This is an optimization exercise on Yosys and OpenROAD, whose aim is small area, a short achievable clock period and few clock cycles, not a production implementation. RTL that was checked went through simulation tests only; none was proved equivalent to the original. Power figures rest on the tool's default switching activity, not on a simulated workload.

==> inputs of 02-07 <==
Design pfc, start of the top module:
module pfc #(
    parameter PIX_CAP = 128,
    parameter AW      = 7
) (
    input  wire         clk,
    input  wire         rst,
    input  wire         in_valid,
    output wire         in_ready,
    input  wire [143:0] in_cmd,
    output wire         out_valid,
    input  wire         out_ready,
    output wire [143:0] out_rsp
);
==> flow/config.mk <==
export PLATFORM = sky130hd
export DESIGN_NAME = pfc
export DESIGN_NICKNAME = pfc
export VERILOG_FILES = /design/flow/design.v
export SDC_FILE = /design/flow/constraint.sdc
export NUM_CORES = 4
export LEC_CHECK = 0
export CAP_MARGIN = 20
export CORE_MARGIN = 2
export CORE_UTILIZATION = 40
export SLEW_MARGIN = 20
==> flow/constraint.sdc <==
create_clock -name core_clock -period 16.0 [get_ports {clk}]
set_input_delay 3.2000 -clock core_clock [delete_from_list [all_inputs] [get_ports {clk}]]
set_output_delay 3.2000 -clock core_clock [all_outputs]
set_load 0.01 [all_outputs]
standard.sh (not shown) runs the stock make flow with config.mk's settings and CLKGATE_MAP_FILE= SYNTH_SCRIPT=/design/flow/synth_recipe.tcl, a recipe that flattens the netlist after the stock synthesis.
==> flow/flow/run.sh <==
#!/bin/bash
set -euo pipefail
MARGIN=10.5
sed "s|CLKGATE_MAP_FILE= |CLKGATE_MAP_FILE= SETUP_SLACK_MARGIN=$MARGIN |" standard.sh > standard_margin.sh
bash standard_margin.sh > flow_make.log 2>&1
==> inputs of 11-04, as changes to 02-07 <==
--- a/flow/design.v
+++ b/flow/design.v
@@ -94,14 +94,15 @@
         if (f == F_MONOVLSB)
             rows_of = ({1'b0, h} + 32'd7) >> 3;
         else
             rows_of = {1'b0, h};
     endfunction
-    function [63:0] luma_cs;
+    function [24:0] luma_cs;
         input [15:0] r, g, b;
         reg w1, w2, w3, w4, w5, w6, w7, w8, w9, w10, w11, w12, w13, w14, w15, w16, w17, w18, w19, w20, w21, w22, w23, w24, w25, w26, w27, w28, w29, w30, w31, w32, w33, w34, w35, w36, w37, w38, w39, w40, w41, w42, w43, w44, w45, w46, w47, w48, w49, w50, w51, w52, w53, w54, w55, w56, w57, w58, w59, w60, w61, w62, w63, w64, w65, w66, w67, w68, w69, w70, w71, w72, w73, w74, w75, w76, w77, w78, w79, w80, w81, w82, w83, w84, w85, w86, w87, w88, w89, w90, w91, w92, w93, w94, w95, w96, w97, w98, w99, w100, w101, w102, w103, w104, w105, w106, w107, w108, w109, w110, w111, w112, w113, w114, w115, w116, w117, w118, w119, w120, w121, w122, w123, w124, w125, w126, w127, w128, w129, w130, w131, w132, w133, w134, w135, w136, w137, w138, w139, w140, w141, w142, w143, w144, w145, w146, w147, w148, w149, w150, w151, w152, w153, w154, w155, w156, w157, w158, w159, w160, w161, w162, w163, w164, w165, w166, w167, w168, w169, w170, w171, w172, w173, w174, w175, w176, w177, w178, w179, w180, w181, w182, w183, w184, w185, w186, w187, w188, w189, w190, w191, w192, w193, w194, w195, w196, w197, w198, w199, w200, w201, w202, w203, w204, w205, w206, w207, w208, w209, w210, w211, w212, w213, w214, w215, w216, w217, w218, w219, w220, w221, w222, w223, w224, w225, w226, w227, w228, w229, w230, w231, w232, w233, w234, w235, w236, w237, w238, w239, w240, w241, w242, w243, w244, w245, w246, w247, w248, w249, w250, w251, w252, w253, w254, w255, w256, w257, w258, w259, w260, w261, w262, w263, w264, w265, w266, w267, w268, w269, w270, w271, w272, w273, w274, w275, w276, w277, w278, w279, w280, w281, w282, w283, w284, w285, w286, w287, w288, w289, w290, w291, w292, w293, w294, w295, w296, w297, w298, w299, w300, w301, w302, w303, w304, w305, w306, w307, w308, w309, w310, w311, w312, w313, w314, w315, w316, w317, w318, w319, w320, w321, w322, w323, w324, w325, w326, w327, w328, w329, w330, w331, w332, w333, w334, w335, w336, w337, w338, w339, w340, w341, w342, w343, w344, w345, w346, w347, w348, w349, w350, w351, w352, w353, w354, w355, w356, w357, w358, w359, w360, w361, w362, w363, w364, w365, w366, w367, w368, w369, w370, w371, w372, w373, w374, w375, w376, w377, w378, w379, w380, w381, w382, w383, w384, w385, w386, w387, w388, w389, w390, w391, w392, w393, w394, w395, w396, w397, w398, w399, w400, w401, w402, w403, w404, w405, w406, w407, w408, w409, w410, w411, w412, w413, w414, w415, w416, w417, w418, w419, w420, w421, w422, w423, w424, w425, w426, w427, w428, w429, w430, w431, w432, w433, w434, w435, w436, w437, w438, w439, w440, w441, w442, w443, w444, w445, w446, w447, w448, w449, w450, w451, w452, w453, w454, w455, w456, w457, w458, w459, w460, w461, w462, w463, w464, w465, w466, w467, w468, w469, w470, w471, w472, w473, w474, w475, w476, w477, w478, w479, w480, w481, w482, w483, w484, w485, w486, w487, w488, w489, w490, w491, w492, w493, w494, w495, w496, w497, w498, w499, w500, w501, w502, w503, w504, w505, w506, w507, w508, w509, w510, w511, w512, w513, w514, w515, w516, w517, w518, w519, w520, w521, w522, w523, w524, w525, w526, w527, w528, w529, w530, w531, w532, w533, w534, w535, w536, w537, w538, w539, w540, w541, w542, w543, w544, w545, w546, w547, w548, w549, w550, w551, w552, w553, w554, w555, w556, w557, w558, w559, w560, w561, w562, w563, w564, w565, w566, w567, w568, w569, w570, w571, w572, w573, w574, w575, w576, w577, w578, w579, w580, w581, w582, w583, w584, w585, w586;
         reg [31:0] ra, rb;
+        reg [20:0] lo;
         begin
             w1 = r[1] ^ r[3] ^ ~r[5];
             w2 = (r[1] & r[3]) | (r[1] & ~r[5]) | (r[3] & ~r[5]);
             w3 = ~r[0] ^ r[3];
             w4 = ~r[0] & r[3];
@@ -687,20 +688,22 @@
             w584 = (w466 & w523) | (w466 & w522) | (w523 & w522);
             w585 = 1'b1 ^ w524;
             w586 = 1'b1 & w524;
             ra = {w585, w583, w581, w579, w577, w575, w573, w571, w569, w567, w565, w563, w561, w559, w557, w555, w553, w551, w549, w547, w545, w543, w541, w539, w537, w535, w533, w531, w529, w527, ~b[1], ~r[0]};
             rb = {w584, w582, w580, w578, w576, w574, w572, w570, w568, w566, w564, w562, w560, w558, w556, w554, w552, w550, w548, w546, w544, w542, w540, w538, w536, w534, w532, w530, w528, w526, w525, ~b[0]};
-            luma_cs = {ra, rb};
+            lo = {1'b0, ra[19:0]} + {1'b0, rb[19:0]};
+            luma_cs = {ra[31:20], rb[31:20], lo[20]};
         end
     endfunction
     reg         valid_q;
     reg  [2:0]  fmt_q;
     reg         ord_q;
     reg         bo_q;
     reg  [30:0] w_q;
     reg  [30:0] h_q;
-    reg  [AW-1:0] strd_q;              
+    reg  [31:0] stride_q;              
+    reg  [31:0] rows_q;                
     reg  [AW:0] len_q;                 
     reg          p1_v;
     reg          p2_v;
     reg          p2_np;                
     reg  [1:0]   ob_n;                 
@@ -733,24 +736,20 @@
             default:   i_ill = 1'b1;
         endcase
     end
     wire [63:0] i_rgba0 = to_rgba(i_c[71:68], i_c[67], i_c[63:0]);
     wire        i_pixrd = (i_op == OP_PIXRD);
-    wire        i_new   = (i_op == OP_NEW);
-    wire [63:0] i_rgba  = i_new ? {i_a, i_b} :
-                          {i_rgba0[63:8], i_pixrd ? i_c[7:0] : i_rgba0[7:0]};
-    wire [11:0] i_xs    = {(i_a[31:11] == 0), i_a[10:0]};
-    wire [11:0] i_ys    = {(i_b[31:11] == 0), i_b[10:0]};
+    wire [63:0] i_rgba  = {i_rgba0[63:8], i_pixrd ? i_c[7:0] : i_rgba0[7:0]};
     wire        i_hinz  = (i_c[63:8] != 0);
     reg         p1_new, p1_set, p1_at, p1_fill, p1_clear, p1_bounds,
                 p1_cmodel, p1_geom, p1_pixrd, p1_conv, p1_ill, p1_hinz;
-    reg  [11:0] p1_a, p1_b;            
+    reg  [31:0] p1_a, p1_b;
     reg  [6:0]  p1_cm;                 
     reg  [63:0] p1_rgba;
     always @(posedge clk) begin
         if (in_ready) begin
-            p1_new    <= i_new;
+            p1_new    <= (i_op == OP_NEW);
             p1_set    <= (i_op == OP_SET);
             p1_at     <= (i_op == OP_AT);
             p1_fill   <= (i_op == OP_FILL);
             p1_clear  <= (i_op == OP_CLEAR);
             p1_bounds <= (i_op == OP_BOUNDS);
@@ -758,27 +757,23 @@
             p1_geom   <= (i_op == OP_GEOM);
             p1_pixrd  <= i_pixrd;
             p1_conv   <= (i_op == OP_CONV);
             p1_ill    <= i_ill;
             p1_hinz   <= i_hinz;
-            p1_a      <= i_xs;
-            p1_b      <= i_ys;
+            p1_a      <= i_a;
+            p1_b      <= i_b;
             p1_cm     <= i_c[71:65];
             p1_rgba   <= i_rgba;
         end
     end
     wire [3:0]  n_fmt = p1_cm[6:3];
     wire        n_ord = p1_cm[2];
     wire [1:0]  n_boc = p1_cm[1:0];
-    wire [31:0] n_w = p1_rgba[63:32];
-    wire [31:0] n_h = p1_rgba[31:0];
-    wire [31:0] new_stride = stride_of(n_fmt[2:0], {20'd0, n_w[10:0]});
-    wire [31:0] new_rows   = rows_of(n_fmt[2:0], {20'd0, n_h[10:0]});
-    wire [AW+1:0] new_stride_c = ((n_w[30:11] != 0) || (new_stride > PIX_CAP)) ? PIX_CAP + 1
-                                                                              : new_stride[AW+1:0];
-    wire [AW+1:0] new_rows_c   = ((n_h[30:11] != 0) || (new_rows > PIX_CAP)) ? PIX_CAP + 1
-                                                                            : new_rows[AW+1:0];
+    wire [31:0] new_stride = stride_of(n_fmt[2:0], p1_a[30:0]);
+    wire [31:0] new_rows   = rows_of(n_fmt[2:0], p1_b[30:0]);
+    wire [AW+1:0] new_stride_c = (new_stride > PIX_CAP) ? PIX_CAP + 1 : new_stride[AW+1:0];
+    wire [AW+1:0] new_rows_c   = (new_rows   > PIX_CAP) ? PIX_CAP + 1 : new_rows[AW+1:0];
     reg  [3:0] native_model;
     always @(*) begin
         case (fmt_q)
             F_MONO, F_MONOVLSB: native_model = M_MONO;
             F_GRAY2:            native_model = M_GRAY2;
@@ -788,11 +783,11 @@
         endcase
     end
     wire [15:0] cr = p1_rgba[63:48];
     wire [15:0] cg = p1_rgba[47:32];
     wire [15:0] cb = p1_rgba[31:16];
-    wire [63:0] a_lcs = luma_cs(cr, cg, cb);    
+    wire [24:0] a_lcs = luma_cs(cr, cg, cb);    
     wire [3:0]  tgt_model = p1_conv ? p1_a[3:0] : native_model;
     wire        tgt_ord   = p1_conv ? p1_a[4]   : ord_q;
     reg  [63:0] conv_hi;               
     reg  [1:0]  tgt_gk;                
     always @(*) begin
@@ -808,14 +803,14 @@
                                        : {48'd0, cr[15:11], cg[15:10], cb[15:11]};
             default: conv_hi = p1_rgba;
         endcase
     end
     wire [15:0] nv = conv_hi[15:0];    
-    wire [10:0] px = p1_a[10:0];
-    wire [10:0] py = p1_b[10:0];
-    wire in_bounds = p1_a[11] && p1_b[11] && (px < w_q[10:0]) && (py < h_q[10:0]);
-    wire [AW-1:0] stride_a = strd_q;
+    wire [31:0] px = p1_a;
+    wire [31:0] py = p1_b;
+    wire in_bounds = !px[31] && !py[31] && (px[30:0] < w_q) && (py[30:0] < h_q);
+    wire [AW-1:0] stride_a = stride_q[AW-1:0];
     reg  [AW-1:0] row, col;
     reg  [2:0]    sh;
     reg  [3:0]    lm;
     always @(*) begin
         case (fmt_q)
@@ -879,11 +874,11 @@
         end else if (p1_new) begin
             if (valid_q)
                 a_st = ST_STATE;
             else if ((n_fmt == {1'b0, F_RGB15} || n_fmt == {1'b0, F_RGB16}) && n_boc[1])
                 a_st = ST_BYTEORDER;
-            else if (n_w[31] || n_h[31])
+            else if (p1_a[31] || p1_b[31])
                 a_st = ST_DIM;
             else begin
                 a_np  = 1'b1;
                 a_all = 1'b1;
                 a_dz  = 1'b1;
@@ -941,11 +936,11 @@
     reg  [71:0] p2_d;
     reg         p2_dz;
     reg  [1:0]  p2_rd;
     reg         p2_all, p2_word, p2_lane, p2_lconv, p2_fsub;
     reg  [1:0]  p2_gk;
-    reg  [63:0] p2_lcs;
+    reg  [24:0] p2_lcs;
     reg  [AW-1:0] p2_addr;
     reg  [2:0]  p2_sh;
     reg  [3:0]  p2_lm;
     reg         p2_rgb, p2_r15, p2_bo;
     wire a_load = a_adv && p1_v;
@@ -966,13 +961,14 @@
             rdy_q <= (!ob_n_n[1] && !(p2_v_n && p2_np_n)) || !p1_v_n;
             if (a_load && a_np) begin
                 fmt_q    <= n_fmt[2:0];
                 ord_q    <= n_ord;
                 bo_q     <= n_boc[0];
-                w_q      <= n_w[30:0];
-                h_q      <= n_h[30:0];
-                strd_q   <= new_stride[AW-1:0];
+                w_q      <= p1_a[30:0];
+                h_q      <= p1_b[30:0];
+                stride_q <= new_stride;
+                rows_q   <= new_rows;
             end
             if (adv && p2_v && p2_np && !b_cap) begin
                 valid_q <= 1'b1;
                 len_q   <= b_len[AW:0];
             end
@@ -1000,12 +996,12 @@
             p2_bo    <= bo_q;
         end
     end
     wire [2*AW+3:0] b_len = p2_d[AW+25:24] * p2_d[2*AW+27:AW+26];
     wire            b_cap = (b_len > PIX_CAP);
-    wire [31:0] l_s   = p2_lcs[63:32] + p2_lcs[31:0];
-    wire [3:0]  p2_l4 = l_s[31:28];
+    wire [11:0] l_hi  = p2_lcs[24:13] + p2_lcs[12:1] + {11'd0, p2_lcs[0]};
+    wire [3:0]  p2_l4 = l_hi[11:8];
     reg  [7:0] pat;                    
     reg  [3:0] lv;                     
     always @(*) begin
         case (p2_gk)
             2'd1:    begin pat = {8{p2_l4[3]}};   lv = {3'd0, p2_l4[3]};   end
@@ -1064,11 +1060,11 @@
     end
     function [63:0] rarb;
         input [1:0] k;
         case (k)
             2'd1:    rarb = {1'b0, w_q, 1'b0, h_q};
-            2'd2:    rarb = {stride_of(fmt_q, w_q), rows_of(fmt_q, h_q)};
+            2'd2:    rarb = {stride_q, rows_q};
             default: rarb = 64'd0;
         endcase
     endfunction
     wire [1:0] b_kind = p2_np ? 2'd0 : p2_kind;
     always @(posedge clk) begin
==> comparison table <==
|  | 02-07 | 11-04 |
|---|---|---|
| Run status | timing/DRC/antenna clean | timing/DRC/antenna clean |
| Post-synthesis cell count | 5749 | 5881 |
| Met2 layer usage reported by global route | 37.85% | 34.04% |
| Cell area after technology mapping | 81200 um2 | 83560 um2 |
| Routed wl met2 | 117800 um | 108600 um |
| Leakage power of the design | 0.03301 uW | 0.03502 uW |
| Fin Hold WS | 0.4316 ns | 0.4369 ns |
| Sequential Power | 6330 uW | 6270 uW |
| Reg clk slew, reported paths | 0.06 ns | 0.07 ns |
| Overall die area | 206600 um2 | 212600 um2 |
| Final WL | 253600 um | 245300 um |
| Number of antenna violations at the first check in global routing | 23 | 14 |
| Worst Path Class, Setup | flip-flop to output pin | input pin to flip-flop |
| Required time reported for the critical path endpoint | 12.80 ns | 16.44 ns |
| Final-layout clock buffer total | 209 | 203 |
| Via count of the first global-routing pass | 50847 | 51121 |
| Post-CTS resize count | 31 | 28 |
| Clock buffers and inverters, area share | 5.752% | 5.863% |
| Worst reg2reg setup slack | 10.69 ns | 10.54 ns |
| Count of plain and timing-repair buffers | 425 | 506 |
| Final clock period utilization by the worst path | 33.96% | 34.88% |
| Number of DRC violations after detailed-routing iteration 0 | 6314 | 6216 |
| Crit Reg-Reg Startpoint | p2_d[33] | p2_d[36] |
| Number of setup buffers added after CTS | 19 | 78 |
| Min-delay src | p1_cm[2] | p1_cm[0] |
| Actual slew at the worst max-slew pin | 1.148 ns | 1.137 ns |
| Core ar. | 201900 um2 | 207300 um2 |
Testbench counts of 02-07, summed over its fixed seeds: cycles 13,299.
Function not checked in 11-04: the RTL went through the layout flow alone.

-- re-timing with driven ports --
In the flow no input, the clock included, has a driving cell. The finished layouts below were timed again as built, in two steps.
Step 1 assumes that a clkbuf_16 drives the clock port and a buf_2 every other input.
Step 2 adds t to the input delays and takes it off the output delays; t is the mean of the earliest and latest rising clock arrival at the registers after step 1. Input paths then give back, and output paths get back, about the clock's delay inside the block.
Three values: ideal, step 1, step 2; two values: the first two.
| run | shift t [ns] | setup slack, ns | worst hold slack (ns) | clock arrival spread, ns | slew at the worst register clock pin (ns) |
|---|---|---|---|---|---|
| 02-07 | 0.908 | 10.566 / 10.472 / 9.664 | 0.432 / 0.432 / 0.432 | 0.068 / 0.068 | 0.07 / 0.07 |
| 11-04 | 0.903 | 10.419 / 10.486 / 9.583 | 0.437 / 0.437 / 0.437 | 0.042 / 0.043 | 0.07 / 0.07 |
After both steps every run listed still meets setup and hold. For 02-07, which loses most, drivers alone change the setup slack by -0.094 ns; drivers and shift together by -0.902 ns.
